Context: an optimization exercise on an open-source flow, tuned for small area, a short achievable clock period and few clock cycles per item. The choices shown serve that exercise and are no tape-out recipe.
Function was checked by simulation only, so behaviour that the tests miss may differ from the original.

==> flow/design.v <==
module ssb_resampler (
    input  wire        clk,
    input  wire        rst,
    input  wire        cmd_valid,
    input  wire [1:0]  cmd_op,
    input  wire [31:0] cmd_data,
    output wire        cmd_ready,
    output reg         out_valid,
    output reg  [15:0] out_sample,
    output reg  [20:0] out_step
);
    localparam [1:0] OP_NOP = 2'd0, OP_PUSH = 2'd1, OP_STEP = 2'd2, OP_SETRATE = 2'd3;
    reg        rdy;
    reg        q_v;
    reg [1:0]  q_op;
    reg [31:0] q_data;
    assign cmd_ready = rdy;
    reg [5:0]    widx, ridx;
    reg [2047:0] ring;
    reg [21:0]   dq;            
    reg [6:0]    rem;
    reg [3:0]    div_cnt;
    reg [28:0]   acc;
    reg [15:0]   phase;
    reg [15:0]   corr_r;        
    reg          f_last;        
    reg [31:0]   hist0, hist1, hist2, hist3;
    reg [18:0]   c3l, c3r;      
    reg [19:0]   c2l, c2r;
    reg        p_v;
    reg [2:0]  p_cnt;
    reg [5:0]  p_addr;
    reg [1:0]  p_inc;
    reg        i_s1, i_s2, i_s3;    
    reg [15:0] i_t;
    reg [20:0] i_step;
    reg [16:0] i_c1l, i_c1r;
    reg [15:0] i_p1l, i_p1r;
    reg [21:0] w_l, w_r;
    reg        c_pend;
    wire [20:0] base     = dq[20:0];
    wire        div_busy = (div_cnt != 4'd0);
    wire [5:0] fill   = widx - ridx;
    wire       i_free = !(i_s1 || i_s2);
    wire       xfer   = p_v && (p_cnt <= 3'd1) && i_free;    
    wire       p_free = !p_v || xfer;
    wire       p_rd   = p_v && (p_cnt != 3'd0);
    wire is_push = (q_op == OP_PUSH);
    wire is_step = (q_op == OP_STEP);
    wire is_rate = (q_op == OP_SETRATE);
    wire stall = (is_push && p_rd && (fill >= 6'd60)) ||
                 (is_step && (div_busy || !p_free || f_last)) ||
                 (is_rate && div_busy);
    wire exec    = q_v && !stall;
    wire do_push = exec && is_push;
    wire do_step = exec && is_step;
    wire do_rate = exec && is_rate;
    wire q_free  = !q_v || exec;
    wire div_busy_n = (div_cnt > 4'd1) || do_rate;
    wire step_ok_n  = !div_busy_n && !do_step &&
                      (!p_v || xfer || ((p_cnt <= 3'd2) && !i_s1));
    wire push_ok_n  = !((do_step || (p_v && (p_cnt >= 3'd2))) && (fill >= 6'd59));
    wire rate_ok_n  = !div_busy_n;
    wire take       = rdy && cmd_valid;
    wire [1:0] op_n = take ? cmd_op : q_op;
    wire held_n     = take || !q_free;
    wire ok_n       = (op_n == OP_PUSH) ? push_ok_n :
                      (op_n == OP_STEP) ? step_ok_n :
                      (op_n == OP_SETRATE) ? rate_ok_n : 1'b1;
    wire rdy_n      = !held_n || ok_n;
    wire [17:0] rate_c = (q_data < 32'd8000)   ? 18'd8000 :
                         (q_data > 32'd192000) ? 18'd192000 : q_data[17:0];
    wire [8:0]  dx = {rem, dq[21:20]};
    wire [1:0]  dg = (dx >= 9'd375) ? 2'd3 : (dx >= 9'd250) ? 2'd2 :
                     (dx >= 9'd125) ? 2'd1 : 2'd0;
    wire [8:0]  dr = dx - dg * 9'd125;
    wire push_ok = do_push && ((widx + 6'd1) != ridx);
    wire [28:0]  corr_x  = {{13{corr_r[15]}}, corr_r};
    wire [28:0]  acc_new = acc - {8'd0, acc[28:8]} + {8'd0, base} + corr_x;
    wire [29:0]  sum4    = {6'd0, phase, 8'd0} + {1'b0, acc} - {9'd0, acc[28:8]} + {9'd0, base} + {corr_x[28], corr_x};
    wire [5:0]   npop    = sum4[29:24];
    wire [5:0]   kpop    = (npop < fill) ? npop : fill;
    wire         big     = (npop > 6'd4);
    wire [5:0]   spop    = big ? (npop - 6'd4) : 6'd0;
    wire [2:0]   rpop    = big ? 3'd4 : npop[2:0];
    wire         s_lt_k  = (spop < kpop);
    wire [5:0]   a0      = s_lt_k ? (ridx + spop) : (ridx + kpop - 6'd1);
    wire [5:0]   incw    = kpop - 6'd1 - spop;
    wire [1:0]   inc0    = s_lt_k ? incw[1:0] : 2'd0;
    wire [5:0]   widx_n  = push_ok ? (widx + 6'd1) : widx;
    wire [5:0]   fill_n  = widx_n - ridx;           
    wire [22:0]  m1 = {2'b00, base};
    wire [22:0]  m2 = {1'b0, base, 1'b0};
    wire [22:0]  m3 = m1 + m2;
    wire [22:0]  m1d = m1 - 23'd1;
    wire [22:0]  m2d = m2 - 23'd1;
    wire [22:0]  m3d = m3 - 23'd1;
    wire [13:0]  lim = base[20:7];
    wire [15:0]  corr_n =
        (fill_n >= 6'd36) ? {2'b00, lim} :
        (fill_n <= 6'd28) ? ~{2'b00, lim} + 16'd1 :
        (fill_n == 6'd35) ? {2'b00, m3[22:9]} :
        (fill_n == 6'd34) ? {2'b00, m2[22:9]} :
        (fill_n == 6'd33) ? {2'b00, m1[22:9]} :
        (fill_n == 6'd32) ? 16'd0 :
        (fill_n == 6'd31) ? ~{2'b00, m1d[22:9]} :
        (fill_n == 6'd30) ? ~{2'b00, m2d[22:9]} : ~{2'b00, m3d[22:9]};
    wire [31:0] rd = ring[{p_addr, 5'd0} +: 32];
    wire signed [16:0] h0l = $signed(hist0[31:16]), h1l = $signed(hist1[31:16]);
    wire signed [16:0] h2l = $signed(hist2[31:16]), h3l = $signed(hist3[31:16]);
    wire signed [16:0] h0r = $signed(hist0[15:0]),  h1r = $signed(hist1[15:0]);
    wire signed [16:0] h2r = $signed(hist2[15:0]),  h3r = $signed(hist3[15:0]);
    wire signed [16:0] rdl = $signed(rd[31:16]),    rdr = $signed(rd[15:0]);
    wire signed [18:0] n3l = 3 * (h2l - h3l) + rdl - h1l;
    wire signed [18:0] n3r = 3 * (h2r - h3r) + rdr - h1r;
    wire signed [19:0] n2l = 2 * h1l - 5 * h2l + 4 * h3l - rdl;
    wire signed [19:0] n2r = 2 * h1r - 5 * h2r + 4 * h3r - rdr;
    wire signed [21:0] ma_l = i_s1 ? $signed(c3l) : $signed(w_l);
    wire signed [21:0] ma_r = i_s1 ? $signed(c3r) : $signed(w_r);
    wire signed [21:0] ad_l = i_s1 ? $signed(c2l) :
                              i_s2 ? $signed(i_c1l) : $signed({i_p1l, 1'b0});
    wire signed [21:0] ad_r = i_s1 ? $signed(c2r) :
                              i_s2 ? $signed(i_c1r) : $signed({i_p1r, 1'b0});
    wire signed [16:0] tt   = $signed({1'b0, i_t});
    wire signed [38:0] pr_l = ma_l * tt + (ad_l <<< 16);
    wire signed [38:0] pr_r = ma_r * tt + (ad_r <<< 16);
    wire signed [22:0] mono_s = $signed(w_l) + $signed(w_r);
    wire signed [20:0] mono   = mono_s[22:2];
    wire [15:0] sample = (mono > 21'sd32767)  ? 16'h7fff :
                         (mono < -21'sd32768) ? 16'h8000 : mono[15:0];
    integer j;
    always @(posedge clk) begin
        for (j = 0; j < 64; j = j + 1)
            if (push_ok && widx == j)
                ring[j*32 +: 32] <= q_data;
        if (rst)
            ring[63*32 +: 32] <= 32'd0;
    end
    always @(posedge clk) begin
        if (q_free)
            q_data <= cmd_data;
        corr_r <= corr_n;
        if (xfer) begin
            i_t    <= phase;
            i_step <= acc[28:8];
        end
        if (i_s1) begin
            i_c1l <= h2l - h0l;
            i_c1r <= h2r - h0r;
            i_p1l <= hist1[31:16];
            i_p1r <= hist1[15:0];
        end
        if (i_s1 || i_s2 || i_s3) begin
            w_l <= pr_l[37:16];
            w_r <= pr_r[37:16];
        end
        if (i_s3)
            out_step <= i_step;
        if (c_pend)
            out_sample <= sample;
        if (rst) begin
            rdy       <= 1'b1;
            q_v       <= 1'b0;
            widx      <= 6'd0;
            ridx      <= 6'd0;
            dq        <= 22'd393216;
            rem       <= 7'd0;
            div_cnt   <= 4'd0;
            acc       <= 29'h0600_0000;
            phase     <= 16'd0;
            f_last    <= 1'b0;
            hist0     <= 32'd0;
            hist1     <= 32'd0;
            hist2     <= 32'd0;
            hist3     <= 32'd0;
            c3l       <= 19'd0;
            c3r       <= 19'd0;
            c2l       <= 20'd0;
            c2r       <= 20'd0;
            p_v       <= 1'b0;
            i_s1      <= 1'b0;
            i_s2      <= 1'b0;
            i_s3      <= 1'b0;
            c_pend    <= 1'b0;
            out_valid <= 1'b0;
        end else begin
            rdy <= rdy_n;
            if (take)
                q_v <= 1'b1;
            else if (exec)
                q_v <= 1'b0;
            if (take)
                q_op <= cmd_op;
            if (push_ok)
                widx <= widx + 6'd1;
            if (do_rate) begin
                rem     <= {1'b0, rate_c[17:12]};
                dq      <= {rate_c[11:0], 10'd0};
                div_cnt <= 4'd12;
            end else if (div_busy) begin
                if (div_cnt != 4'd1) begin
                    rem <= dr[6:0];
                    dq  <= {dq[19:0], dg};
                end
                div_cnt <= div_cnt - 4'd1;
            end
            if (p_rd) begin
                hist0 <= hist1;
                hist1 <= hist2;
                hist2 <= hist3;
                hist3 <= rd;
                c3l   <= n3l;
                c3r   <= n3r;
                c2l   <= n2l;
                c2r   <= n2r;
            end
            if (p_rd) begin
                p_cnt <= p_cnt - 3'd1;
                if (p_inc != 2'd0) begin
                    p_addr <= p_addr + 6'd1;
                    p_inc  <= p_inc - 2'd1;
                end
            end
            f_last <= do_step;
            if (do_step) begin
                acc    <= acc_new;
                phase  <= sum4[23:8];
                ridx   <= ridx + kpop;
                p_v    <= 1'b1;
                p_cnt  <= rpop;
                p_addr <= a0;
                p_inc  <= inc0;
            end else if (xfer) begin
                p_v <= 1'b0;
            end
            i_s1      <= xfer;
            i_s2      <= i_s1;
            i_s3      <= i_s2;
            c_pend    <= i_s3;
            out_valid <= c_pend;
        end
    end
endmodule
==> flow/run.sh <==
#!/bin/bash
# synth_recipe.tcl (not shown) runs the flow's synth.tcl, then flattens the netlist and writes it again
# the make line also repeats each setting of config.mk as NAME=value (left out here)
make -C /OpenROAD-flow-scripts/flow DESIGN_CONFIG=/design/flow/config.mk WORK_HOME=/design/flow/orfs CLKGATE_MAP_FILE= SYNTH_SCRIPT=/design/flow/synth_recipe.tcl finish
==> flow/config.mk <==
export PLATFORM = sky130hd
export DESIGN_NAME = ssb_resampler
export DESIGN_NICKNAME = ssb_resampler
export VERILOG_FILES = /design/flow/design.v
export SDC_FILE = /design/flow/constraint.sdc
export NUM_CORES = 4
export LEC_CHECK = 0
export CAP_MARGIN = 20
export CORE_MARGIN = 2
export CORE_UTILIZATION = 40
export SLEW_MARGIN = 20
==> flow/constraint.sdc <==
create_clock -name core_clock -period 40.0 [get_ports {clk}]
set_input_delay 8.0000 -clock core_clock [delete_from_list [all_inputs] [get_ports {clk}]]
set_output_delay 8.0000 -clock core_clock [all_outputs]
set_load 0.01 [all_outputs]
==> flow_metrics.env, run 1 <==
export IMPL_cp_arrival_ns=1.81
export IMPL_synth_distinct_cells=101
export IMPL_path_class="flop to output pin"
export IMPL_worst_r2r_setup_slack_ns=30.59
export IMPL_final_setup_viol_count=0
export IMPL_rsz0062_at_grt="false"
export IMPL_wl_met1_mm=160
export IMPL_ant_nets=0
export IMPL_grt_pass1_vias=89400
export IMPL_core_sq_um=362000
export IMPL_worstRegToRegCells=23
export IMPL_vias_per_cell=5.48
export IMPL_post_route_period_util_pct=24.5
export IMPL_cts_max_path_buffers=4
export IMPL_worstPathCellList="clkdlybuf4s50_1"
export IMPL_dr_wl_met2_mm=182
export IMPL_synth_edf_count=2245
export IMPL_grt_pass1_wl_mm=569
export IMPL_hold_buffers=0
export IMPL_cts_tree="done"
export IMPL_cpLargestDelayFamily="buffers and inverters"
export IMPL_cp_required_ns=32.00
export IMPL_dp_cells=15000
export IMPL_ys_flop_type="edfxtp_1"
export IMPL_topRoutingLayerUsed="met5"
export IMPL_rr_endpoint="c2l[19]"
export IMPL_final_nets=12200
export IMPL_dr_wl_met3_mm=25.6
export IMPL_startpoint_type="flop"
export IMPL_postCtsSetupBuffers=0
export IMPL_initial_core_util_pct=40.1
export IMPL_grt_overflow=0
export IMPL_tightest_slew_ns=1.26
export IMPL_hold_path_class="flop to flop"
export IMPL_synthTopCellsByCount="2245 x edfxtp_1, 1331 x inv_1, 1073 x nand2_1, 1001 x fa_1, 672 x mux4_2"
export IMPL_design_area_sq_um=161000
export IMPL_drc=0
export IMPL_yosys_warnings=1
export IMPL_antenna_found_initial=18
export IMPL_placed_cell_area_sq_um=152000
export IMPL_finalWorstSetupSlack_ns=30.19
export IMPL_first_pass_iters=6
export IMPL_pre_cts_slack_ns=29.94
export IMPL_slew_headroom_pct=15.3
export IMPL_io_buffers=75
export IMPL_cts_max_level=5
export IMPL_die_h_um=606
export IMPL_die_w_um=606
export IMPL_slew_viol_final=0
export IMPL_die_area_sq_um=368000
export IMPL_cp_end_kind="output pin"
export IMPL_hold_path_end="out_step[3]"
export IMPL_grt_use_total_pct=20.7
export IMPL_period_minus_slack_ns=9.81
export IMPL_slowest_delay_ns=0.55
export IMPL_clk_pin_slew_ns=0.06
export IMPL_place_hpwl_mm=240
export IMPL_rows=221
export IMPL_worst_path_max_delay_cell="clkdlybuf4s50_1"
export IMPL_clock_sinks=2598
export IMPL_avgSynthCellArea_sq_um=14.0
export IMPL_totalWireLength_mm=378
export IMPL_hold_depth=0
export IMPL_critPathBufInv=1
export IMPL_synth_top_area_share_pct=46.5
export IMPL_root_buffer="clkbuf_16"
export IMPL_yosysSeqAreaShare_pct=51.3
export IMPL_rr_startpoint="p_addr[0]"
export IMPL_synth_top_area_cell="edfxtp_1"
export IMPL_status="no timing/DRC/antenna violations"
export IMPL_wire_per_inst_um=24.3
export IMPL_routabilityCongestion=0.866
export IMPL_syn_area_sq_um=145000
export IMPL_grt_start_max_net_pins=184
export IMPL_yosys_top_cells_area="edfxtp_1 46%, fa_1 14%, mux4_2 10%"
export IMPL_async_reset_ff_share_pct=0
export IMPL_synth_seq_cells=2598
export IMPL_critPathMaxFanout=2
export IMPL_hold_viol=0
export IMPL_hold_start="i_step[3]"
export IMPL_drive_above_1_share_pct=13.4
export IMPL_timing_fmax_ghz=0.102
export IMPL_skew_ns=0.0888
export IMPL_finalSetupTns_ns=0
export IMPL_cap_violations=0
export IMPL_cts_resized=0
export IMPL_io_pins=76
export IMPL_synth_cells=10400
export IMPL_clk_latency_ns=0.91
export IMPL_area_growth_pct=11.2
export IMPL_stdcell_count=15500
export IMPL_syn_num_nets=12100
export IMPL_synth_most_common_cell="edfxtp_1"
export IMPL_drt_iter0_drc=8239
export IMPL_numCtsBuffers=290
export IMPL_vias=85100
-- metrics by stage --
stage	utilization [%]	hold WS [ns]
floorplan	-	0.400
global placement	42.1	0.403
detailed placement	42.1	0.408
CTS	44.6	0.421
global route	44.6	0.429
finish	44.6	0.419
-- layer usage --
layer  track usage, %  up-vias
met3             2.95      540
met2             34.3     2951
li1                 -    37000
met5                0        -
met4             5.81        6
met1             28.3    44600
-- flip-flops by register name, indices dropped and copies added, names as in the netlist, 22 cells and up --
signal and cells:
hist3 32, acc 29, hist2 32, w_l 22
q_data 32, hist1 32, ring 2048, hist0 32
w_r 22, dq 22
-- cell families after synthesis --
kind of cell | after synthesis | synth area share [%]
flip-flops | 2598 | 51.3
AO/OA/AOI/OAI | 1109 | 4.72
AND/OR/NAND/NOR | 2223 | 7.11
XOR/XNOR | 273 | 1.67
adder cells (fa/ha/maj) | 1656 | 19.5
buffers and inverters | 1780 | 4.65
multiplexers | 759 | 11.1
-- area by class of cell --
class                   count  area (sq um)
clock buffers             368          7810
inverters                1331          5000
diodes                      5          12.5
fillers                 32100        200000
multi-input cells        6020         64400
clock inverters           158          1400
well taps                4794          6000
flip-flops and latches   2598         74500
repair buffers            263          2240
-- worst max path at each step --
| stage | to | slack (ns) | depth (start not counted) | from |
|---|---|---|---|---|
| finish | cmd_ready | 30.19 | 1 | rdy |
| detailed placement | c3l[18] | 29.94 | 6 | rst |
| global placement | c3l[18] | 29.95 | 6 | rst |
| global route | c2l[19] | 29.77 | 23 | p_addr[0] |
| CTS | cmd_ready | 30.11 | 1 | rdy |
| floorplan | w_r[21] | 30.60 | 29 | i_s1 |
-- layout by cell type (no fill, tap or decap), types with 25 or more instances in the layout --
| master | instances |
|---|---|
| nor2b_1 | 73 |
| and2_1 | 348 |
| fa_1 | 1001 |
| nor2_1 | 249 |
| a21boi_0 | 27 |
| clkbuf_1 | 62 |
| clkinv_2 | 42 |
| a31oi_1 | 37 |
| and3_1 | 32 |
| o21a_1 | 46 |
| nand3_1 | 113 |
| dfxtp_1 | 350 |
| buf_4 | 182 |
| mux2i_1 | 45 |
| ha_1 | 653 |
| o21ai_0 | 176 |
| nor2_4 | 60 |
| edfxtp_1 | 2245 |
| nand4_1 | 25 |
| mux4_2 | 672 |
| or3_1 | 25 |
| a211oi_1 | 37 |
| nor3_1 | 86 |
| a21oi_1 | 492 |
| xnor2_1 | 184 |
| a21o_1 | 78 |
| nand2_1 | 1072 |
| clkdlybuf4s50_1 | 74 |
| xor2_1 | 85 |
| clkbuf_16 | 299 |
| mux2_2 | 41 |
| inv_1 | 1331 |
| nand2b_1 | 41 |
| clkinv_1 | 55 |
Testbench counts, summed over its fixed seeds: cycles 19,173, steps 3,200.
==> run 2: changes to the inputs <==
--- a/flow/design.v
+++ b/flow/design.v
@@ -36,7 +36,7 @@
     reg [20:0] i_step;
     reg [16:0] i_c1l, i_c1r;
     reg [15:0] i_p1l, i_p1r;
-    reg [21:0] w_l, w_r;
+    reg [20:0] w_l, w_r;        
     reg        c_pend;
     wire [20:0] base     = dq[20:0];
     wire        div_busy = (div_cnt != 4'd0);
@@ -106,28 +106,29 @@
         (fill_n == 6'd31) ? ~{2'b00, m1d[22:9]} :
         (fill_n == 6'd30) ? ~{2'b00, m2d[22:9]} : ~{2'b00, m3d[22:9]};
     wire [31:0] rd = ring[{p_addr, 5'd0} +: 32];
-    wire signed [16:0] h0l = $signed(hist0[31:16]), h1l = $signed(hist1[31:16]);
-    wire signed [16:0] h2l = $signed(hist2[31:16]), h3l = $signed(hist3[31:16]);
-    wire signed [16:0] h0r = $signed(hist0[15:0]),  h1r = $signed(hist1[15:0]);
-    wire signed [16:0] h2r = $signed(hist2[15:0]),  h3r = $signed(hist3[15:0]);
-    wire signed [16:0] rdl = $signed(rd[31:16]),    rdr = $signed(rd[15:0]);
-    wire signed [18:0] n3l = 3 * (h2l - h3l) + rdl - h1l;
-    wire signed [18:0] n3r = 3 * (h2r - h3r) + rdr - h1r;
-    wire signed [19:0] n2l = 2 * h1l - 5 * h2l + 4 * h3l - rdl;
-    wire signed [19:0] n2r = 2 * h1r - 5 * h2r + 4 * h3r - rdr;
-    wire signed [21:0] ma_l = i_s1 ? $signed(c3l) : $signed(w_l);
-    wire signed [21:0] ma_r = i_s1 ? $signed(c3r) : $signed(w_r);
-    wire signed [21:0] ad_l = i_s1 ? $signed(c2l) :
+    wire [15:0] b0l = {~hist0[31], hist0[30:16]}, b0r = {~hist0[15], hist0[14:0]};
+    wire [15:0] b1l = {~hist1[31], hist1[30:16]}, b1r = {~hist1[15], hist1[14:0]};
+    wire [15:0] b2l = {~hist2[31], hist2[30:16]}, b2r = {~hist2[15], hist2[14:0]};
+    wire [15:0] b3l = {~hist3[31], hist3[30:16]}, b3r = {~hist3[15], hist3[14:0]};
+    wire [15:0] bdl = {~rd[31], rd[30:16]},       bdr = {~rd[15], rd[14:0]};
+    wire [18:0] n3l = 19'd3 * ({3'd0, b2l} - {3'd0, b3l}) + {3'd0, bdl} - {3'd0, b1l};
+    wire [18:0] n3r = 19'd3 * ({3'd0, b2r} - {3'd0, b3r}) + {3'd0, bdr} - {3'd0, b1r};
+    wire [19:0] n2l = 20'd2 * {4'd0, b1l} - 20'd5 * {4'd0, b2l} + 20'd4 * {4'd0, b3l} - {4'd0, bdl};
+    wire [19:0] n2r = 20'd2 * {4'd0, b1r} - 20'd5 * {4'd0, b2r} + 20'd4 * {4'd0, b3r} - {4'd0, bdr};
+    wire signed [20:0] ma_l = i_s1 ? $signed(c3l) : $signed(w_l);
+    wire signed [20:0] ma_r = i_s1 ? $signed(c3r) : $signed(w_r);
+    wire signed [20:0] ad_l = i_s1 ? $signed(c2l) :
                               i_s2 ? $signed(i_c1l) : $signed({i_p1l, 1'b0});
-    wire signed [21:0] ad_r = i_s1 ? $signed(c2r) :
+    wire signed [20:0] ad_r = i_s1 ? $signed(c2r) :
                               i_s2 ? $signed(i_c1r) : $signed({i_p1r, 1'b0});
-    wire signed [16:0] tt   = $signed({1'b0, i_t});
-    wire signed [38:0] pr_l = ma_l * tt + (ad_l <<< 16);
-    wire signed [38:0] pr_r = ma_r * tt + (ad_r <<< 16);
-    wire signed [22:0] mono_s = $signed(w_l) + $signed(w_r);
-    wire signed [20:0] mono   = mono_s[22:2];
-    wire [15:0] sample = (mono > 21'sd32767)  ? 16'h7fff :
-                         (mono < -21'sd32768) ? 16'h8000 : mono[15:0];
+    wire [20:0] mu_l = {~ma_l[20], ma_l[19:0]};
+    wire [20:0] mu_r = {~ma_r[20], ma_r[19:0]};
+    wire [37:0] pr_l = mu_l * i_t + {ad_l[20], ad_l, 16'd0} - {2'b00, i_t, 20'd0};
+    wire [37:0] pr_r = mu_r * i_t + {ad_r[20], ad_r, 16'd0} - {2'b00, i_t, 20'd0};
+    wire signed [21:0] mono_s = $signed(w_l) + $signed(w_r);
+    wire signed [19:0] mono   = mono_s[21:2];
+    wire [15:0] sample = (mono > 20'sd32767)  ? 16'h7fff :
+                         (mono < -20'sd32768) ? 16'h8000 : mono[15:0];
     integer j;
     always @(posedge clk) begin
         for (j = 0; j < 64; j = j + 1)
@@ -145,14 +146,14 @@
             i_step <= acc[28:8];
         end
         if (i_s1) begin
-            i_c1l <= h2l - h0l;
-            i_c1r <= h2r - h0r;
+            i_c1l <= {1'b0, b2l} - {1'b0, b0l};
+            i_c1r <= {1'b0, b2r} - {1'b0, b0r};
             i_p1l <= hist1[31:16];
             i_p1r <= hist1[15:0];
         end
         if (i_s1 || i_s2 || i_s3) begin
-            w_l <= pr_l[37:16];
-            w_r <= pr_r[37:16];
+            w_l <= pr_l[36:16];
+            w_r <= pr_r[36:16];
         end
         if (i_s3)
             out_step <= i_step;
==> flow_metrics.env, run 2 <==
export IMPL_clock_sinks=2596
export IMPL_die_w_um=596
export IMPL_routabilityCongestion=0.841
export IMPL_hold_viol=0
export IMPL_slew_viol_final=0
export IMPL_rows=217
export IMPL_layout_commonest_cell="edfxtp_1"
export IMPL_rsz0062_at_grt="false"
export IMPL_area_growth_pct=11.1
export IMPL_async_reset_ff_share_pct=0
export IMPL_cap_violations=0
export IMPL_wl_met1_mm=156
export IMPL_place_hpwl_mm=228
export IMPL_grt_pass1_vias=85200
export IMPL_topRoutingLayerUsed="met5"
export IMPL_rr_startpoint="p_addr[0]"
export IMPL_cp_required_ns=40.50
export IMPL_hold_start="i_step[5]"
export IMPL_first_pass_iters=7
export IMPL_numCtsBuffers=280
export IMPL_totalWireLength_mm=365
export IMPL_placed_cell_area_sq_um=147000
export IMPL_core_sq_um=349000
export IMPL_ys_flop_type="edfxtp_1"
export IMPL_grt_use_total_pct=20.5
export IMPL_finalSetupTns_ns=0
export IMPL_cts_resized=0
export IMPL_worst_path_max_delay_cell="buf_4"
export IMPL_syn_num_nets=11500
export IMPL_ant_nets=0
export IMPL_cts_max_level=5
export IMPL_cts_max_path_buffers=4
export IMPL_drc=0
export IMPL_synth_edf_count=2243
export IMPL_worst_r2r_setup_slack_ns=30.94
export IMPL_hold_buffers=0
export IMPL_post_route_period_util_pct=24.7
export IMPL_dr_wl_met2_mm=175
export IMPL_grt_overflow=0
export IMPL_cts_tree="done"
export IMPL_worstPathCellList="buf_8, buf_4, buf_4, a21oi_1"
export IMPL_dr_wl_met3_mm=23.2
export IMPL_antenna_found_initial=15
export IMPL_yosysSeqAreaShare_pct=53.0
export IMPL_timing_fmax_ghz=0.101
export IMPL_synth_top_area_share_pct=48.0
export IMPL_vias=81800
export IMPL_regMostFlops="ring"
export IMPL_cp_arrival_ns=10.38
export IMPL_synth_seq_cells=2596
export IMPL_grt_pass1_wl_mm=548
export IMPL_final_cell_mix="2243 x edfxtp_1, 1338 x inv_1, 1070 x nand2_1"
export IMPL_largest_reg_flops=2048
export IMPL_die_h_um=596
export IMPL_startpoint_type="primary input"
export IMPL_vias_per_cell=5.48
export IMPL_tightest_slew_ns=1.08
export IMPL_hold_path_class="flop to flop"
export IMPL_synth_distinct_cells=103
export IMPL_io_pins=76
export IMPL_clk_latency_ns=0.87
export IMPL_worstRegToRegCells=24
export IMPL_io_buffers=75
export IMPL_path_common_cell="buf_4"
export IMPL_yosys_warnings=1
export IMPL_root_buffer="clkbuf_16"
export IMPL_drive_above_1_share_pct=13.8
export IMPL_initial_core_util_pct=40.2
export IMPL_skew_ns=0.0866
export IMPL_slowest_delay_ns=0.77
export IMPL_final_nets=11600
export IMPL_num_fill_cells=30600
export IMPL_design_area_sq_um=156000
export IMPL_final_setup_viol_count=0
export IMPL_period_minus_slack_ns=9.88
export IMPL_hold_depth=0
export IMPL_hold_path_end="out_step[5]"
export IMPL_synthTopCellsByCount="2243 x edfxtp_1, 1338 x inv_1, 1070 x nand2_1, 861 x fa_1, 672 x mux4_2"
export IMPL_wire_per_inst_um=24.4
export IMPL_grt_start_max_net_pins=131
export IMPL_syn_area_sq_um=140000
export IMPL_avgSynthCellArea_sq_um=14.0
export IMPL_cp_end_kind="flop"
export IMPL_postCtsSetupBuffers=0
export IMPL_critPathMaxFanout=98
export IMPL_synth_cells=10000
export IMPL_synth_top_area_cell="edfxtp_1"
export IMPL_yosys_top_cells_area="edfxtp_1 48%, fa_1 12%, mux4_2 11%"
export IMPL_path_class="primary input to flop"
export IMPL_die_area_sq_um=356000
export IMPL_drt_iter0_drc=7415
export IMPL_slew_headroom_pct=27.7
export IMPL_clk_pin_slew_ns=0.06
export IMPL_status="no timing/DRC/antenna violations"
export IMPL_synth_most_common_cell="edfxtp_1"
export IMPL_rr_endpoint="c2l[17]"
[run 2: cell count changes after synthesis, sizes merged, moves of 16 or more]
cell   before  now
and2      350  268
nor3       91   75
ha        654  596
mux2i      46   62
o21ai     189  237
fa       1001  861
nand3     116   75
buf       107   91
nor2b      73   48
[run 2: final cells by class]
type / count / area (sq um) / share of cell area [%]
flip-flops and latches: 2596 / 74400 / 47.7
multi-input cells: 5648 / 59800 / 38.3
clock buffers: 345 / 7470 / 4.79
well taps: 4599 / 5750 / 3.69
inverters: 1343 / 5040 / 3.23
repair buffers: 265 / 2280 / 1.46
clock inverters: 150 / 1200 / 0.769
diodes: 2 / 5.00 / 0.00321
[run 2: worst max-delay path, delay by kind of cell]
family                 cells  cell delay, ns
buffers and inverters      3            1.89
AO/OA/AOI/OAI              1            0.34
[run 2: metrics by stage]
stage / setup slack [ns] / utilization [%] / instances / hold WS (ns)
finish: 30.12 / 44.6 / 14900 / 0.415
global route: 30.03 / 44.6 / 14900 / 0.417
CTS: 30.19 / 44.6 / 14900 / 0.416
detailed placement: 29.28 / 42.1 / 14500 / 0.405
global placement: 29.35 / 42.1 / 14500 / 0.403
floorplan: 30.59 / - / 10000 / 0.400
[run 2: logic make-up (layout without fill, tap and decap cells)]
group                      Yosys count  count (layout)  share of synthesized area (%)
xor gates and xnor gates           272             272                           1.70
and+or+nand+nor                   2012            2012                           6.43
buffers and inverters             1774            2103                           4.76
muxes                              778             778                           11.6
adders and majority gates         1457            1457                           17.6
AOI/OAI and AO/OA                 1129            1129                           4.91
other                                0               2                              0
DFF                               2596            2596                           53.0
[run 2: routing by layer]
| metal | global-route usage (%) | vias to the layer above |
|---|---|---|
| met1 | 28.6 | 42900 |
| met4 | 5.51 | 2 |
| li1 | - | 35700 |
| met2 | 33.8 | 2730 |
| met5 | 0 | - |
| met3 | 2.66 | 529 |
[run 2: worst max path at each step]
stage               start        end
floorplan             rst  p_addr[0]
global placement      rst  p_addr[0]
detailed placement    rst  p_addr[4]
CTS                   rdy  cmd_ready
global route          rst     dq[10]
finish                rst  p_addr[0]
Testbench counts of run 2, summed over its fixed seeds: cycles 19,173, steps 3,200.
==> run 3: changes to the inputs <==
--- a/flow/design.v
+++ b/flow/design.v
@@ -10,6 +10,7 @@
     output reg  [20:0] out_step
 );
     localparam [1:0] OP_NOP = 2'd0, OP_PUSH = 2'd1, OP_STEP = 2'd2, OP_SETRATE = 2'd3;
+    reg        rst_q;           
     reg        rdy;
     reg        q_v;
     reg [1:0]  q_op;
@@ -30,6 +31,7 @@
     reg        p_v;
     reg [2:0]  p_cnt;
     reg [5:0]  p_addr;
+    reg [1:0]  p_lo0, p_lo1, p_lo2, p_lo3;    
     reg [1:0]  p_inc;
     reg        i_s1, i_s2, i_s3;    
     reg [15:0] i_t;
@@ -105,7 +107,11 @@
         (fill_n == 6'd32) ? 16'd0 :
         (fill_n == 6'd31) ? ~{2'b00, m1d[22:9]} :
         (fill_n == 6'd30) ? ~{2'b00, m2d[22:9]} : ~{2'b00, m3d[22:9]};
-    wire [31:0] rd = ring[{p_addr, 5'd0} +: 32];
+    wire [31:0] rd;
+    assign rd[7:0]   = ring[{p_addr[5:2], p_lo0, 5'd0} +: 8];
+    assign rd[15:8]  = ring[{p_addr[5:2], p_lo1, 5'd8} +: 8];
+    assign rd[23:16] = ring[{p_addr[5:2], p_lo2, 5'd16} +: 8];
+    assign rd[31:24] = ring[{p_addr[5:2], p_lo3, 5'd24} +: 8];
     wire [15:0] b0l = {~hist0[31], hist0[30:16]}, b0r = {~hist0[15], hist0[14:0]};
     wire [15:0] b1l = {~hist1[31], hist1[30:16]}, b1r = {~hist1[15], hist1[14:0]};
     wire [15:0] b2l = {~hist2[31], hist2[30:16]}, b2r = {~hist2[15], hist2[14:0]};
@@ -134,7 +140,7 @@
         for (j = 0; j < 64; j = j + 1)
             if (push_ok && widx == j)
                 ring[j*32 +: 32] <= q_data;
-        if (rst)
+        if (rst_q)
             ring[63*32 +: 32] <= 32'd0;
     end
     always @(posedge clk) begin
@@ -159,9 +165,26 @@
             out_step <= i_step;
         if (c_pend)
             out_sample <= sample;
+        rst_q <= rst;
         if (rst) begin
+            rdy       <= 1'b0;
+            q_v       <= 1'b0;
+            out_valid <= 1'b0;
+        end else if (rst_q) begin
             rdy       <= 1'b1;
             q_v       <= 1'b0;
+            out_valid <= 1'b0;
+        end else begin
+            rdy <= rdy_n;
+            if (take)
+                q_v <= 1'b1;
+            else if (exec)
+                q_v <= 1'b0;
+            out_valid <= c_pend;
+        end
+        if (take)
+            q_op <= cmd_op;
+        if (rst_q) begin
             widx      <= 6'd0;
             ridx      <= 6'd0;
             dq        <= 22'd393216;
@@ -183,15 +206,7 @@
             i_s2      <= 1'b0;
             i_s3      <= 1'b0;
             c_pend    <= 1'b0;
-            out_valid <= 1'b0;
         end else begin
-            rdy <= rdy_n;
-            if (take)
-                q_v <= 1'b1;
-            else if (exec)
-                q_v <= 1'b0;
-            if (take)
-                q_op <= cmd_op;
             if (push_ok)
                 widx <= widx + 6'd1;
             if (do_rate) begin
@@ -219,6 +234,10 @@
                 p_cnt <= p_cnt - 3'd1;
                 if (p_inc != 2'd0) begin
                     p_addr <= p_addr + 6'd1;
+                    p_lo0  <= p_lo0 + 2'd1;
+                    p_lo1  <= p_lo1 + 2'd1;
+                    p_lo2  <= p_lo2 + 2'd1;
+                    p_lo3  <= p_lo3 + 2'd1;
                     p_inc  <= p_inc - 2'd1;
                 end
             end
@@ -230,6 +249,10 @@
                 p_v    <= 1'b1;
                 p_cnt  <= rpop;
                 p_addr <= a0;
+                p_lo0  <= a0[1:0];
+                p_lo1  <= a0[1:0];
+                p_lo2  <= a0[1:0];
+                p_lo3  <= a0[1:0];
                 p_inc  <= inc0;
             end else if (xfer) begin
                 p_v <= 1'b0;
@@ -238,7 +261,6 @@
             i_s2      <= i_s1;
             i_s3      <= i_s2;
             c_pend    <= i_s3;
-            out_valid <= c_pend;
         end
     end
 endmodule
==> flow/flow/run.sh (new file) <==
#!/bin/bash
# The standard layout (standard.sh), with one change: the port buffers
# that buffer_ports inserts are buf_2 cells instead of the delay buffers
# (clkdlybuf4s50_1) it picks by default, which slowed every output path.
set -euo pipefail
export BUFFER_PORTS_ARGS="-buffer_cell sky130_fd_sc_hd__buf_2"
bash standard.sh > standard_flow.log 2>&1
==> flow/standard.sh (new file) <==
#!/bin/bash
# synth_recipe.tcl (not shown) runs the flow's synth.tcl, then flattens the netlist and writes it again
# the make line also repeats each setting of config.mk as NAME=value (left out here)
make -C /OpenROAD-flow-scripts/flow DESIGN_CONFIG=/design/flow/config.mk WORK_HOME=/design/flow/orfs CLKGATE_MAP_FILE= SYNTH_SCRIPT=/design/flow/synth_recipe.tcl "${@:-finish}"
removed: flow/run.sh
==> flow_metrics.env, run 3 <==
export IMPL_totalWireLength_mm=370
export IMPL_fin_util_pct=44.8
export IMPL_core_sq_um=350000
export IMPL_grt_start_max_net_pins=210
export IMPL_path_depth=1
export IMPL_synth_most_common_cell="edfxtp_1"
export IMPL_yosysSeqAreaShare_pct=53.0
export IMPL_ant_nets=0
export IMPL_synth_top_area_cell="edfxtp_1"
export IMPL_vias_per_cell=5.46
export IMPL_numCtsBuffers=291
export IMPL_critPathBufInv=1
export IMPL_yosys_top_cells_area="edfxtp_1 48%, fa_1 12%, mux4_2 11%"
export IMPL_final_seq_area_sq_um=74700
export IMPL_io_pins=76
export IMPL_timing_fmax_ghz=0.106
export IMPL_grt_use_total_pct=20.8
export IMPL_cp_end_kind="output pin"
export IMPL_synth_edf_count=2249
export IMPL_worst_r2r_setup_slack_ns=31.07
export IMPL_cap_violations=0
export IMPL_rr_startpoint="dq[20]"
export IMPL_io_buffers=75
export IMPL_die_h_um=597
export IMPL_drc=0
export IMPL_routabilityCongestion=0.864
export IMPL_synth_cells=10100
export IMPL_wire_per_inst_um=24.6
export IMPL_clk_pin_slew_ns=0.06
export IMPL_cts_max_level=5
export IMPL_first_pass_iters=7
export IMPL_status="no timing/DRC/antenna violations"
export IMPL_die_w_um=597
export IMPL_finalWorstSetupSlack_ns=30.56
export IMPL_syn_area_sq_um=141000
export IMPL_path_class="flop to output pin"
export IMPL_num_fill_cells=30800
export IMPL_drt_iter0_drc=7267
export IMPL_async_reset_ff_share_pct=0
export IMPL_hold_viol=0
export IMPL_grt_pass1_wl_mm=553
export IMPL_post_route_period_util_pct=23.6
export IMPL_postCtsSetupBuffers=0
export IMPL_grt_pass1_vias=86000
export IMPL_period_minus_slack_ns=9.44
export IMPL_critPathMaxFanout=1
export IMPL_synthTopCellsByCount="2249 x edfxtp_1, 1309 x inv_1, 1110 x nand2_1, 861 x fa_1, 672 x mux4_2"
export IMPL_synth_distinct_cells=88
export IMPL_cts_max_path_buffers=4
export IMPL_syn_num_nets=11600
export IMPL_final_setup_viol_count=0
export IMPL_worstPathCellList="buf_2"
export IMPL_final_nets=11700
export IMPL_rsz0062_at_grt="false"
export IMPL_worst_path_max_delay_cell="dfxtp_1"
export IMPL_root_buffer="clkbuf_16"
export IMPL_tightest_slew_ns=1.16
export IMPL_cpLargestDelayFamily="flip-flops"
export IMPL_hold_path_end="out_step[10]"
export IMPL_design_area_sq_um=157000
export IMPL_cp_required_ns=32.00
export IMPL_hold_start="i_step[10]"
export IMPL_pre_cts_slack_ns=30.98
export IMPL_hold_path_class="flop to flop"
export IMPL_yosys_warnings=1
export IMPL_hold_buffers=0
export IMPL_ys_flop_type="edfxtp_1"
export IMPL_place_hpwl_mm=239
export IMPL_grt_overflow=0
export IMPL_avgSynthCellArea_sq_um=14.0
export IMPL_antenna_found_initial=12
export IMPL_clk_latency_ns=0.91
export IMPL_synth_seq_cells=2605
export IMPL_clock_sinks=2605
export IMPL_slowest_delay_ns=0.41
export IMPL_placed_cell_area_sq_um=147000
export IMPL_rows=217
export IMPL_drive_above_1_share_pct=14.7
export IMPL_hold_depth=0
export IMPL_slew_headroom_pct=21.8
export IMPL_cts_resized=0
export IMPL_regMostFlops="ring"
export IMPL_die_area_sq_um=357000
export IMPL_slew_viol_final=0
export IMPL_cp_arrival_ns=1.44
export IMPL_vias=82000
export IMPL_largest_reg_flops=2048
export IMPL_cts_tree="done"
export IMPL_finalSetupTns_ns=0
export IMPL_startpoint_type="flop"
export IMPL_worstRegToRegCells=35
export IMPL_synth_top_area_share_pct=48.0
export IMPL_layout_commonest_cell="edfxtp_1"
export IMPL_skew_ns=0.0788
export IMPL_area_growth_pct=11.4
export IMPL_final_cell_mix="2249 x edfxtp_1, 1309 x inv_1, 1108 x nand2_1"
export IMPL_rr_endpoint="p_lo0[0]"
export IMPL_initial_core_util_pct=40.2
export IMPL_multi_input_comb_area_sq_um=60000
run 3: changes by cell type in the layout (fill, tap and decap cells not counted), moves of 17 or more:
cell             before   now
inv_1              1338  1309
xor2_1               76    93
xnor2_1             195   173
nand2_1            1070  1108
clkinv_1             61    43
nand3_1              72    98
clkdlybuf4s50_1      74     0
nor2_1              261   223
buf_2                 0    75
run 3: layer usage:
layer  routed length (um)  vias up  global-route usage [%]
li1                     -    35900                       -
met3                24800      498                    3.11
met2               180000     2712                    34.9
met5                   13        -                       0
met4                 9480        2                    5.27
met1               156000    42900                    28.2
run 3: kinds of logic after synthesis:
kind of cell    after synthesis  share of synthesized area (%)
fa+ha+maj                  1462                           17.6
mux                         763                           11.4
flops                      2605                           53.0
buf+inv                    1747                           4.68
xor+xnor                    266                           1.66
simple gates               2103                           6.84
compound gates             1111                           4.75
run 3: how the worst max path moves through the flow:
stage / start / end / slack, ns
after floorplan: i_s1 / w_r[20] / 30.68
after global placement: p_lo0[0] / c2r[18] / 30.92
after detailed placement: cmd_valid / rdy / 30.98
after CTS: out_valid / out_valid / 30.48
after global routing: dq[20] / p_lo0[0] / 30.37
final: out_valid / out_valid / 30.56
run 3: metrics by stage:
stage	instances	hold slack, ns
2_1_floorplan	10100	0.400
3_3_place_gp	14500	0.405
3_5_place_dp	14500	0.409
4_1_cts	15000	0.423
5_1_grt	15000	0.429
6_report	15000	0.422
run 3: area by class of cell:
| cell class | instances | area share (%) |
|---|---|---|
| sequential | 2605 | 47.6 |
| multi-input combinational | 5705 | 38.3 |
| clock buffer | 377 | 5.06 |
| tap | 4599 | 3.67 |
| inverter | 1311 | 3.14 |
| timing repair buffer | 277 | 1.23 |
| clock inverter | 144 | 0.953 |
| antenna | 4 | 0.00639 |
run 3: worst reg2reg max path: cells and delay by family (launching register included):
family	cells	cell delay, ns
AOI/OAI and AO/OA	16	3.58
xor gates and xnor gates	1	0.37
adders and majority gates	6	2.37
buffers and inverters	6	0.62
DFF	1	0.67
and+or+nand+nor	6	1.04
Testbench counts of run 3, summed over its fixed seeds: cycles 19,173, steps 3,200.
==> run 4: changes to the inputs <==
--- a/flow/design.v
+++ b/flow/design.v
@@ -18,12 +18,12 @@
     assign cmd_ready = rdy;
     reg [5:0]    widx, ridx;
     reg [2047:0] ring;
-    reg [21:0]   dq;            
+    reg [20:0]   dq;            
     reg [6:0]    rem;
     reg [3:0]    div_cnt;
     reg [28:0]   acc;
     reg [15:0]   phase;
-    reg [15:0]   corr_r;        
+    reg [20:0]   tgt_r;         
     reg          f_last;        
     reg [31:0]   hist0, hist1, hist2, hist3;
     reg [18:0]   c3l, c3r;      
@@ -33,6 +33,7 @@
     reg [5:0]  p_addr;
     reg [1:0]  p_lo0, p_lo1, p_lo2, p_lo3;    
     reg [1:0]  p_inc;
+    reg        p_bc;            
     reg        i_s1, i_s2, i_s3;    
     reg [15:0] i_t;
     reg [20:0] i_step;
@@ -40,7 +41,7 @@
     reg [15:0] i_p1l, i_p1r;
     reg [20:0] w_l, w_r;        
     reg        c_pend;
-    wire [20:0] base     = dq[20:0];
+    wire [20:0] base     = dq;
     wire        div_busy = (div_cnt != 4'd0);
     wire [5:0] fill   = widx - ridx;
     wire       i_free = !(i_s1 || i_s2);
@@ -72,23 +73,33 @@
     wire rdy_n      = !held_n || ok_n;
     wire [17:0] rate_c = (q_data < 32'd8000)   ? 18'd8000 :
                          (q_data > 32'd192000) ? 18'd192000 : q_data[17:0];
-    wire [8:0]  dx = {rem, dq[21:20]};
-    wire [1:0]  dg = (dx >= 9'd375) ? 2'd3 : (dx >= 9'd250) ? 2'd2 :
-                     (dx >= 9'd125) ? 2'd1 : 2'd0;
-    wire [8:0]  dr = dx - dg * 9'd125;
+    wire [9:0]  dx = {rem, dq[20:18]};
+    wire [2:0]  dg = (dx >= 10'd875) ? 3'd7 : (dx >= 10'd750) ? 3'd6 :
+                     (dx >= 10'd625) ? 3'd5 : (dx >= 10'd500) ? 3'd4 :
+                     (dx >= 10'd375) ? 3'd3 : (dx >= 10'd250) ? 3'd2 :
+                     (dx >= 10'd125) ? 3'd1 : 3'd0;
+    wire [9:0]  dr = dx - dg * 10'd125;
     wire push_ok = do_push && ((widx + 6'd1) != ridx);
-    wire [28:0]  corr_x  = {{13{corr_r[15]}}, corr_r};
-    wire [28:0]  acc_new = acc - {8'd0, acc[28:8]} + {8'd0, base} + corr_x;
-    wire [29:0]  sum4    = {6'd0, phase, 8'd0} + {1'b0, acc} - {9'd0, acc[28:8]} + {9'd0, base} + {corr_x[28], corr_x};
+    wire [28:0]  acc_new = acc - {8'd0, acc[28:8]} + {8'd0, tgt_r};
+    wire [29:0]  sum4    = {6'd0, phase, 8'd0} + {1'b0, acc} - {9'd0, acc[28:8]} + {9'd0, tgt_r};
     wire [5:0]   npop    = sum4[29:24];
-    wire [5:0]   kpop    = (npop < fill) ? npop : fill;
     wire         big     = (npop > 6'd4);
-    wire [5:0]   spop    = big ? (npop - 6'd4) : 6'd0;
+    wire         n_le_f  = (npop <= fill);
     wire [2:0]   rpop    = big ? 3'd4 : npop[2:0];
-    wire         s_lt_k  = (spop < kpop);
-    wire [5:0]   a0      = s_lt_k ? (ridx + spop) : (ridx + kpop - 6'd1);
-    wire [5:0]   incw    = kpop - 6'd1 - spop;
-    wire [1:0]   inc0    = s_lt_k ? incw[1:0] : 2'd0;
+    wire         bcast   = ({1'b0, npop} >= {1'b0, fill} + 7'd3);
+    wire         k0      = (npop == 6'd0) || (fill == 6'd0);
+    wire [5:0]   ridx_m1 = ridx - 6'd1;
+    wire [5:0]   widx_m1 = widx - 6'd1;
+    wire [5:0]   ridx_m4 = ridx - 6'd4;
+    wire [5:0]   ridx_np = ridx + npop;
+    wire [5:0]   ridx_s  = ridx_m4 + npop;
+    wire [5:0]   a0      = k0 ? ridx_m1 : bcast ? widx_m1 : big ? ridx_s : ridx;
+    wire [5:0]   ridx_k  = n_le_f ? ridx_np : widx;
+    wire [5:0]   f_m1    = fill - 6'd1;
+    wire [5:0]   f_m1s   = fill + 6'd3 - npop;
+    wire [1:0]   inc0    = (k0 || bcast) ? 2'd0 :
+                           n_le_f ? (big ? 2'd3 : npop[1:0] - 2'd1) :
+                           (big ? f_m1s[1:0] : f_m1[1:0]);
     wire [5:0]   widx_n  = push_ok ? (widx + 6'd1) : widx;
     wire [5:0]   fill_n  = widx_n - ridx;           
     wire [22:0]  m1 = {2'b00, base};
@@ -107,6 +118,7 @@
         (fill_n == 6'd32) ? 16'd0 :
         (fill_n == 6'd31) ? ~{2'b00, m1d[22:9]} :
         (fill_n == 6'd30) ? ~{2'b00, m2d[22:9]} : ~{2'b00, m3d[22:9]};
+    wire [20:0]  tgt_n = base + {{5{corr_n[15]}}, corr_n};
     wire [31:0] rd;
     assign rd[7:0]   = ring[{p_addr[5:2], p_lo0, 5'd0} +: 8];
     assign rd[15:8]  = ring[{p_addr[5:2], p_lo1, 5'd8} +: 8];
@@ -146,7 +158,7 @@
     always @(posedge clk) begin
         if (q_free)
             q_data <= cmd_data;
-        corr_r <= corr_n;
+        tgt_r <= tgt_n;
         if (xfer) begin
             i_t    <= phase;
             i_step <= acc[28:8];
@@ -157,14 +169,11 @@
             i_p1l <= hist1[31:16];
             i_p1r <= hist1[15:0];
         end
-        if (i_s1 || i_s2 || i_s3) begin
-            w_l <= pr_l[36:16];
-            w_r <= pr_r[36:16];
-        end
+        w_l <= pr_l[36:16];
+        w_r <= pr_r[36:16];
         if (i_s3)
             out_step <= i_step;
-        if (c_pend)
-            out_sample <= sample;
+        out_sample <= sample;       
         rst_q <= rst;
         if (rst) begin
             rdy       <= 1'b0;
@@ -187,7 +196,7 @@
         if (rst_q) begin
             widx      <= 6'd0;
             ridx      <= 6'd0;
-            dq        <= 22'd393216;
+            dq        <= 21'd393216;
             rem       <= 7'd0;
             div_cnt   <= 4'd0;
             acc       <= 29'h0600_0000;
@@ -210,25 +219,25 @@
             if (push_ok)
                 widx <= widx + 6'd1;
             if (do_rate) begin
-                rem     <= {1'b0, rate_c[17:12]};
-                dq      <= {rate_c[11:0], 10'd0};
-                div_cnt <= 4'd12;
+                rem     <= rate_c[17:11];
+                dq      <= {rate_c[10:0], 10'd0};
+                div_cnt <= 4'd8;
             end else if (div_busy) begin
                 if (div_cnt != 4'd1) begin
                     rem <= dr[6:0];
-                    dq  <= {dq[19:0], dg};
+                    dq  <= {dq[17:0], dg};
                 end
                 div_cnt <= div_cnt - 4'd1;
             end
             if (p_rd) begin
-                hist0 <= hist1;
-                hist1 <= hist2;
-                hist2 <= hist3;
+                hist0 <= p_bc ? rd : hist1;
+                hist1 <= p_bc ? rd : hist2;
+                hist2 <= p_bc ? rd : hist3;
                 hist3 <= rd;
-                c3l   <= n3l;
-                c3r   <= n3r;
-                c2l   <= n2l;
-                c2r   <= n2r;
+                c3l   <= p_bc ? 19'd0 : n3l;
+                c3r   <= p_bc ? 19'd0 : n3r;
+                c2l   <= p_bc ? 20'd0 : n2l;
+                c2r   <= p_bc ? 20'd0 : n2r;
             end
             if (p_rd) begin
                 p_cnt <= p_cnt - 3'd1;
@@ -245,9 +254,10 @@
             if (do_step) begin
                 acc    <= acc_new;
                 phase  <= sum4[23:8];
-                ridx   <= ridx + kpop;
+                ridx   <= ridx_k;
                 p_v    <= 1'b1;
-                p_cnt  <= rpop;
+                p_cnt  <= bcast ? 3'd1 : rpop;
+                p_bc   <= bcast;
                 p_addr <= a0;
                 p_lo0  <= a0[1:0];
                 p_lo1  <= a0[1:0];
--- a/flow/config.mk
+++ b/flow/config.mk
@@ -7,5 +7,8 @@
 export LEC_CHECK = 0
 export CAP_MARGIN = 20
 export CORE_MARGIN = 2
-export CORE_UTILIZATION = 40
+export CORE_UTILIZATION = 55
+export CTS_CLUSTER_DIAMETER = 100
+export CTS_CLUSTER_SIZE = 24
+export PLACE_DENSITY = 0.65
 export SLEW_MARGIN = 20
==> flow_metrics.env, run 4 <==
export IMPL_cp_end_kind="output pin"
export IMPL_synth_cells=10000
export IMPL_crit_path_start="out_step[7]"
export IMPL_worstPathCellList="buf_2"
export IMPL_final_nets=11400
export IMPL_drive_above_1_share_pct=12.7
export IMPL_die_w_um=510
export IMPL_slowest_delay_ns=0.37
export IMPL_startpoint_type="flop"
export IMPL_finalSetupTns_ns=0
export IMPL_slew_viol_final=0
export IMPL_avgSynthCellArea_sq_um=14.1
export IMPL_core_sq_um=254000
export IMPL_drt_iter0_drc=8311
export IMPL_ys_flop_type="edfxtp_1"
export IMPL_syn_area_sq_um=141000
export IMPL_synth_most_common_cell="edfxtp_1"
export IMPL_die_area_sq_um=260000
export IMPL_cpLargestDelayFamily="flip-flops"
export IMPL_first_pass_iters=6
export IMPL_die_h_um=510
export IMPL_grt_start_max_net_pins=180
export IMPL_area_growth_pct=6.38
export IMPL_root_buffer="clkbuf_16"
export IMPL_status="no timing/DRC/antenna violations"
export IMPL_regMostFlops="ring"
export IMPL_critPathMaxFanout=1
export IMPL_cts_tree="done"
export IMPL_syn_num_nets=11500
export IMPL_ant_nets=0
export IMPL_yosys_top_cells_area="edfxtp_1 47%, fa_1 12%, mux4_2 11%"
export IMPL_synth_top_area_cell="edfxtp_1"
export IMPL_timing_fmax_ghz=0.107
export IMPL_cp_required_ns=32.00
export IMPL_synth_edf_count=2192
export IMPL_vias=81400
export IMPL_final_cell_mix="2192 x edfxtp_1, 1146 x inv_1, 888 x nand2_1"
export IMPL_antenna_found_initial=18
export IMPL_path_class="flop to output pin"
export IMPL_drc=0
export IMPL_cts_max_path_buffers=3
export IMPL_final_setup_viol_count=0
export IMPL_place_hpwl_mm=225
export IMPL_critPathBufInv=1
export IMPL_rsz0062_at_grt="false"
export IMPL_hold_viol=0
export IMPL_numCtsBuffers=135
export IMPL_worst_path_max_delay_cell="edfxtp_1"
export IMPL_period_minus_slack_ns=9.32
export IMPL_layout_commonest_cell="edfxtp_1"
export IMPL_cts_resized=0
export IMPL_grt_pass1_vias=82900
export IMPL_hold_buffers=0
export IMPL_cp_arrival_ns=1.32
export IMPL_clk_latency_ns=0.83
export IMPL_synthTopCellsByCount="2192 x edfxtp_1, 1146 x inv_1, 888 x nand2_1, 840 x fa_1, 672 x mux4_2"
export IMPL_slew_headroom_pct=28.6
export IMPL_routabilityCongestion=0.876
export IMPL_post_route_period_util_pct=23.3
export IMPL_synth_top_area_share_pct=46.7
export IMPL_skew_ns=0.0596
export IMPL_cap_violations=0
export IMPL_grt_use_total_pct=27.0
export IMPL_grt_overflow=0
export IMPL_wire_per_inst_um=25.9
export IMPL_io_buffers=75
export IMPL_synth_seq_cells=2610
export IMPL_yosys_warnings=1
export IMPL_synth_distinct_cells=115
export IMPL_rr_startpoint="ridx[1]"
export IMPL_grt_pass1_wl_mm=525
export IMPL_initial_core_util_pct=55.4
export IMPL_hold_start="i_step[17]"
export IMPL_rows=185
export IMPL_clock_sinks=2610
export IMPL_largest_reg_flops=2048
export IMPL_vias_per_cell=6.07
export IMPL_clk_pin_slew_ns=0.09
export IMPL_yosysSeqAreaShare_pct=52.7
export IMPL_tightest_slew_ns=1.07
export IMPL_async_reset_ff_share_pct=0
export IMPL_io_pins=76
export IMPL_postCtsSetupBuffers=0
export IMPL_hold_path_class="flop to flop"
export IMPL_cts_max_level=4
export IMPL_totalWireLength_mm=347
[run 4: cell count changes after synthesis, moves of 49 or more]
cell      previous run  this run
inv_1             1309      1146
nand2_1           1110       888
dfxtp_1            356       418
a221oi_1             8        64
nor2_1             283       419
a22oi_1              5        54
a21oi_1            498       442
edfxtp_1          2249      2192
[run 4: cell type report]
type                            instances  area, sq um
Antenna cell                            2         5.00
Timing Repair Buffer                  255         1810
Tap cell                             3366         4210
Inverter                             1150         4320
Clock inverter                         30          437
Fill cell                           19600       105000
Multi-Input combinational cell       5792        61100
Sequential cell                      2610        74200
Clock buffer                          199         3700
[run 4: cells by family after synthesis]
family / Yosys count / synth area share (%)
AO/OA/AOI/OAI: 1246 / 5.62
XOR/XNOR: 319 / 2.03
adder cells (fa/ha/maj): 1450 / 17.4
buffers and inverters: 1605 / 4.30
flip-flops: 2610 / 52.7
multiplexers: 765 / 11.4
AND/OR/NAND/NOR: 2012 / 6.57
[run 4: worst paths after layout]
check / end / slack, ns / cells after the start
min reg2reg: out_step[17] / 0.42 / 0
max reg2reg: tgt_r[20] / 30.86 / 37
max: out_step[7] / 30.68 / 1
min: out_step[17] / 0.42 / 0
[run 4: metrics by stage]
stage / instances / hold WS, ns / utilization (%) / area [sq um] / setup WS, ns
finish: 13400 / 0.420 / 58.9 / 150000 / 30.68
CTS: 13400 / 0.421 / 58.9 / 150000 / 30.59
floorplan: 10000 / 0.400 / - / 141000 / 30.87
global route: 13400 / 0.424 / 58.9 / 150000 / 30.20
detailed placement: 13200 / 0.405 / 57.3 / 146000 / 30.65
global placement: 13200 / 0.401 / 57.3 / 146000 / 30.60
[run 4: layer usage]
metal / track usage (%) / up-vias / wire [um]
met5: 0 / - / 56
met4: 6.45 / 8 / 8520
met3: 3.83 / 450 / 23500
met2: 44.4 / 2830 / 169000
met1: 38.5 / 42400 / 146000
li1: - / 35600 / -
Testbench counts of run 4, summed over its fixed seeds: cycles 18,847, steps 3,200.
==> run 5: changes to the inputs <==
--- a/flow/config.mk
+++ b/flow/config.mk
@@ -8,7 +8,7 @@
 export CAP_MARGIN = 20
 export CORE_MARGIN = 2
 export CORE_UTILIZATION = 55
-export CTS_CLUSTER_DIAMETER = 100
-export CTS_CLUSTER_SIZE = 24
+export CTS_CLUSTER_DIAMETER = 70
+export CTS_CLUSTER_SIZE = 30
 export PLACE_DENSITY = 0.65
 export SLEW_MARGIN = 20
==> flow_metrics.env, run 5 <==
export IMPL_avgSynthCellArea_sq_um=14.1
export IMPL_status="no timing/DRC/antenna violations"
export IMPL_path_class="flop to output pin"
export IMPL_slew_headroom_pct=27.6
export IMPL_grt_pass1_vias=83100
export IMPL_final_seq_area_sq_um=74200
export IMPL_tightest_slew_ns=1.08
export IMPL_rows=185
export IMPL_post_route_period_util_pct=23.4
export IMPL_clock_sinks=2610
export IMPL_worst_r2r_setup_slack_ns=30.89
export IMPL_die_w_um=510
export IMPL_stdcell_count=13400
export IMPL_startpoint_type="flop"
export IMPL_worst_path_max_delay_cell="edfxtp_1"
export IMPL_grt_overflow=0
export IMPL_numCtsBuffers=144
export IMPL_grt_use_total_pct=27.0
export IMPL_rsz0062_at_grt="false"
export IMPL_hold_worst_slack_ns=0.420
export IMPL_grt_pass1_wl_mm=525
export IMPL_first_pass_iters=8
export IMPL_clk_pin_slew_ns=0.10
export IMPL_synth_seq_cells=2610
export IMPL_io_buffers=75
export IMPL_multi_input_comb_area_sq_um=61100
export IMPL_initial_core_util_pct=55.4
export IMPL_cap_violations=0
export IMPL_cts_resized=0
export IMPL_largest_reg_flops=2048
export IMPL_antenna_found_initial=14
export IMPL_wire_per_inst_um=25.8
export IMPL_clk_latency_ns=0.86
export IMPL_yosys_top_cells_area="edfxtp_1 47%, fa_1 12%, mux4_2 11%"
export IMPL_hold_viol=0
export IMPL_io_pins=76
export IMPL_core_sq_um=254000
export IMPL_slew_viol_final=0
export IMPL_crit_path_start="out_step[7]"
export IMPL_die_h_um=510
export IMPL_worstPathCellList="buf_2"
export IMPL_syn_area_sq_um=141000
export IMPL_postCtsSetupBuffers=0
export IMPL_skew_ns=0.0815
export IMPL_cts_max_level=4
export IMPL_dp_cells=13200
export IMPL_vias_per_cell=6.07
export IMPL_synth_most_common_cell="edfxtp_1"
export IMPL_syn_num_nets=11500
export IMPL_cts_max_path_buffers=3
export IMPL_hold_path_class="flop to flop"
export IMPL_vias=81500
export IMPL_final_setup_viol_count=0
export IMPL_cp_required_ns=32.00
export IMPL_drt_iter0_drc=8087
export IMPL_synth_distinct_cells=115
export IMPL_cp_arrival_ns=1.36
export IMPL_die_area_sq_um=260000
export IMPL_root_buffer="clkbuf_16"
export IMPL_yosysSeqAreaShare_pct=52.7
export IMPL_finalWorstSetupSlack_ns=30.64
export IMPL_synth_edf_count=2192
export IMPL_critPathMaxFanout=1
export IMPL_totalWireLength_mm=347
export IMPL_drc=0
export IMPL_ys_flop_type="edfxtp_1"
export IMPL_async_reset_ff_share_pct=0
export IMPL_slowest_delay_ns=0.38
export IMPL_pre_cts_slack_ns=30.65
export IMPL_routabilityCongestion=0.876
export IMPL_num_fill_cells=19500
export IMPL_cp_end_kind="output pin"
export IMPL_finalSetupTns_ns=0
export IMPL_timing_fmax_ghz=0.107
export IMPL_synth_cells=10000
export IMPL_synth_top_area_share_pct=46.7
export IMPL_rr_startpoint="ridx[1]"
export IMPL_hold_start="i_step[17]"
export IMPL_synth_top_area_cell="edfxtp_1"
export IMPL_cpLargestDelayFamily="flip-flops"
export IMPL_area_growth_pct=7.13
export IMPL_drive_above_1_share_pct=13.4
export IMPL_place_hpwl_mm=225
export IMPL_critPathBufInv=1
export IMPL_layout_commonest_cell="edfxtp_1"
export IMPL_final_nets=11400
export IMPL_yosys_warnings=1
export IMPL_synthTopCellsByCount="2192 x edfxtp_1, 1146 x inv_1, 888 x nand2_1, 840 x fa_1, 672 x mux4_2"
export IMPL_ant_nets=0
export IMPL_hold_buffers=0
export IMPL_regMostFlops="ring"
export IMPL_grt_start_max_net_pins=180
export IMPL_period_minus_slack_ns=9.36
export IMPL_cts_tree="done"
export IMPL_final_cell_mix="2192 x edfxtp_1, 1146 x inv_1, 888 x nand2_1"
run 5: cell counts after synthesis:
No cell type changed its count.
run 5: layer usage:
metal | GRT usage, % | vias up | part of all wire [%]
met5 | 0 | - | 0.0086
met4 | 6.46 | 4 | 2.5
met3 | 3.88 | 427 | 6.6
met2 | 44.6 | 2818 | 49
met1 | 38.3 | 42500 | 42
li1 | - | 35700 | -
run 5: worst paths after layout:
kind | depth (start not counted) | endpoint
worst min-delay path | 0 | out_step[17]
worst min register to register | 0 | out_step[17]
worst max-delay path | 1 | out_step[7]
worst max register to register | 37 | tgt_r[20]
run 5: kinds of logic after synthesis:
| kind of cell | after synthesis | synth area share (%) |
|---|---|---|
| DFF | 2610 | 52.7 |
| and+or+nand+nor | 2012 | 6.57 |
| buffers and inverters | 1605 | 4.30 |
| adders and majority gates | 1450 | 17.4 |
| AOI/OAI and AO/OA | 1246 | 5.62 |
| muxes | 765 | 11.4 |
| xor gates and xnor gates | 319 | 2.03 |
run 5: through the flow:
stage	util, %	area, sq um
3_5_place_dp	57.3	146000
6_report	59.3	151000
5_1_grt	59.3	151000
3_3_place_gp	57.3	146000
2_1_floorplan	-	141000
4_1_cts	59.3	151000
run 5: area by class of cell:
| type | count | area share, % |
|---|---|---|
| clock buffer | 172 | 2.57 |
| clock inverter | 92 | 0.864 |
| antenna | 3 | 0.00498 |
| multi-input combinational | 5792 | 40.5 |
| inverter | 1150 | 2.86 |
| tap | 3366 | 2.79 |
| timing repair buffer | 255 | 1.20 |
| sequential | 2610 | 49.2 |
run 5: worst register-to-register path, delay by kind of cell (launching register included):
family                     cells  cell delay, ns
AOI/OAI and AO/OA             16            3.44
buffers and inverters          5            0.61
muxes                          1            0.40
and+or+nand+nor                9            2.22
adders and majority gates      4            1.19
xor gates and xnor gates       2            0.56
DFF                            1            0.57

==> static timing again, ports no longer ideal <==
The flow's constraints put no driver on any port. The routed layouts listed below were extracted and timed again, unchanged, in two steps. Step 1 (the two cells are an assumption about what drives the block):
set clk [get_ports {clk}]
set_driving_cell -lib_cell sky130_fd_sc_hd__clkbuf_16 $clk
set_driving_cell -lib_cell sky130_fd_sc_hd__buf_2 [delete_from_list [all_inputs] $clk]
Step 2 also shifts input and output timing later by t, the mid clock arrival at the registers, as if the neighbouring blocks saw the same clock. Three values: no drivers, after step 1, after step 2; two values: the first two.
run | t (ns) | setup slack, ns | hold slack, ns | clock arrival spread, ns
run 1 | 0.974 | 30.194 / 30.091 / 29.934 | 0.419 / 0.419 / 0.419 | 0.096 / 0.096
run 2 | 0.922 | 30.118 / 30.118 / 29.195 | 0.415 / 0.415 / 0.415 | 0.087 / 0.087
run 3 | 0.976 | 30.560 / 30.460 / 30.952 | 0.422 / 0.422 / 0.422 | 0.079 / 0.079
run 4 | 0.901 | 30.681 / 30.586 / 30.610 | 0.420 / 0.420 / 0.420 | 0.064 / 0.064
run 5 | 0.914 | 30.639 / 30.544 / 30.580 | 0.420 / 0.420 / 0.420 | 0.083 / 0.083
After both steps every run listed still meets setup and hold. For run 2, which loses most, drivers alone change the setup slack by 0.000 ns; drivers and shift together by -0.923 ns.
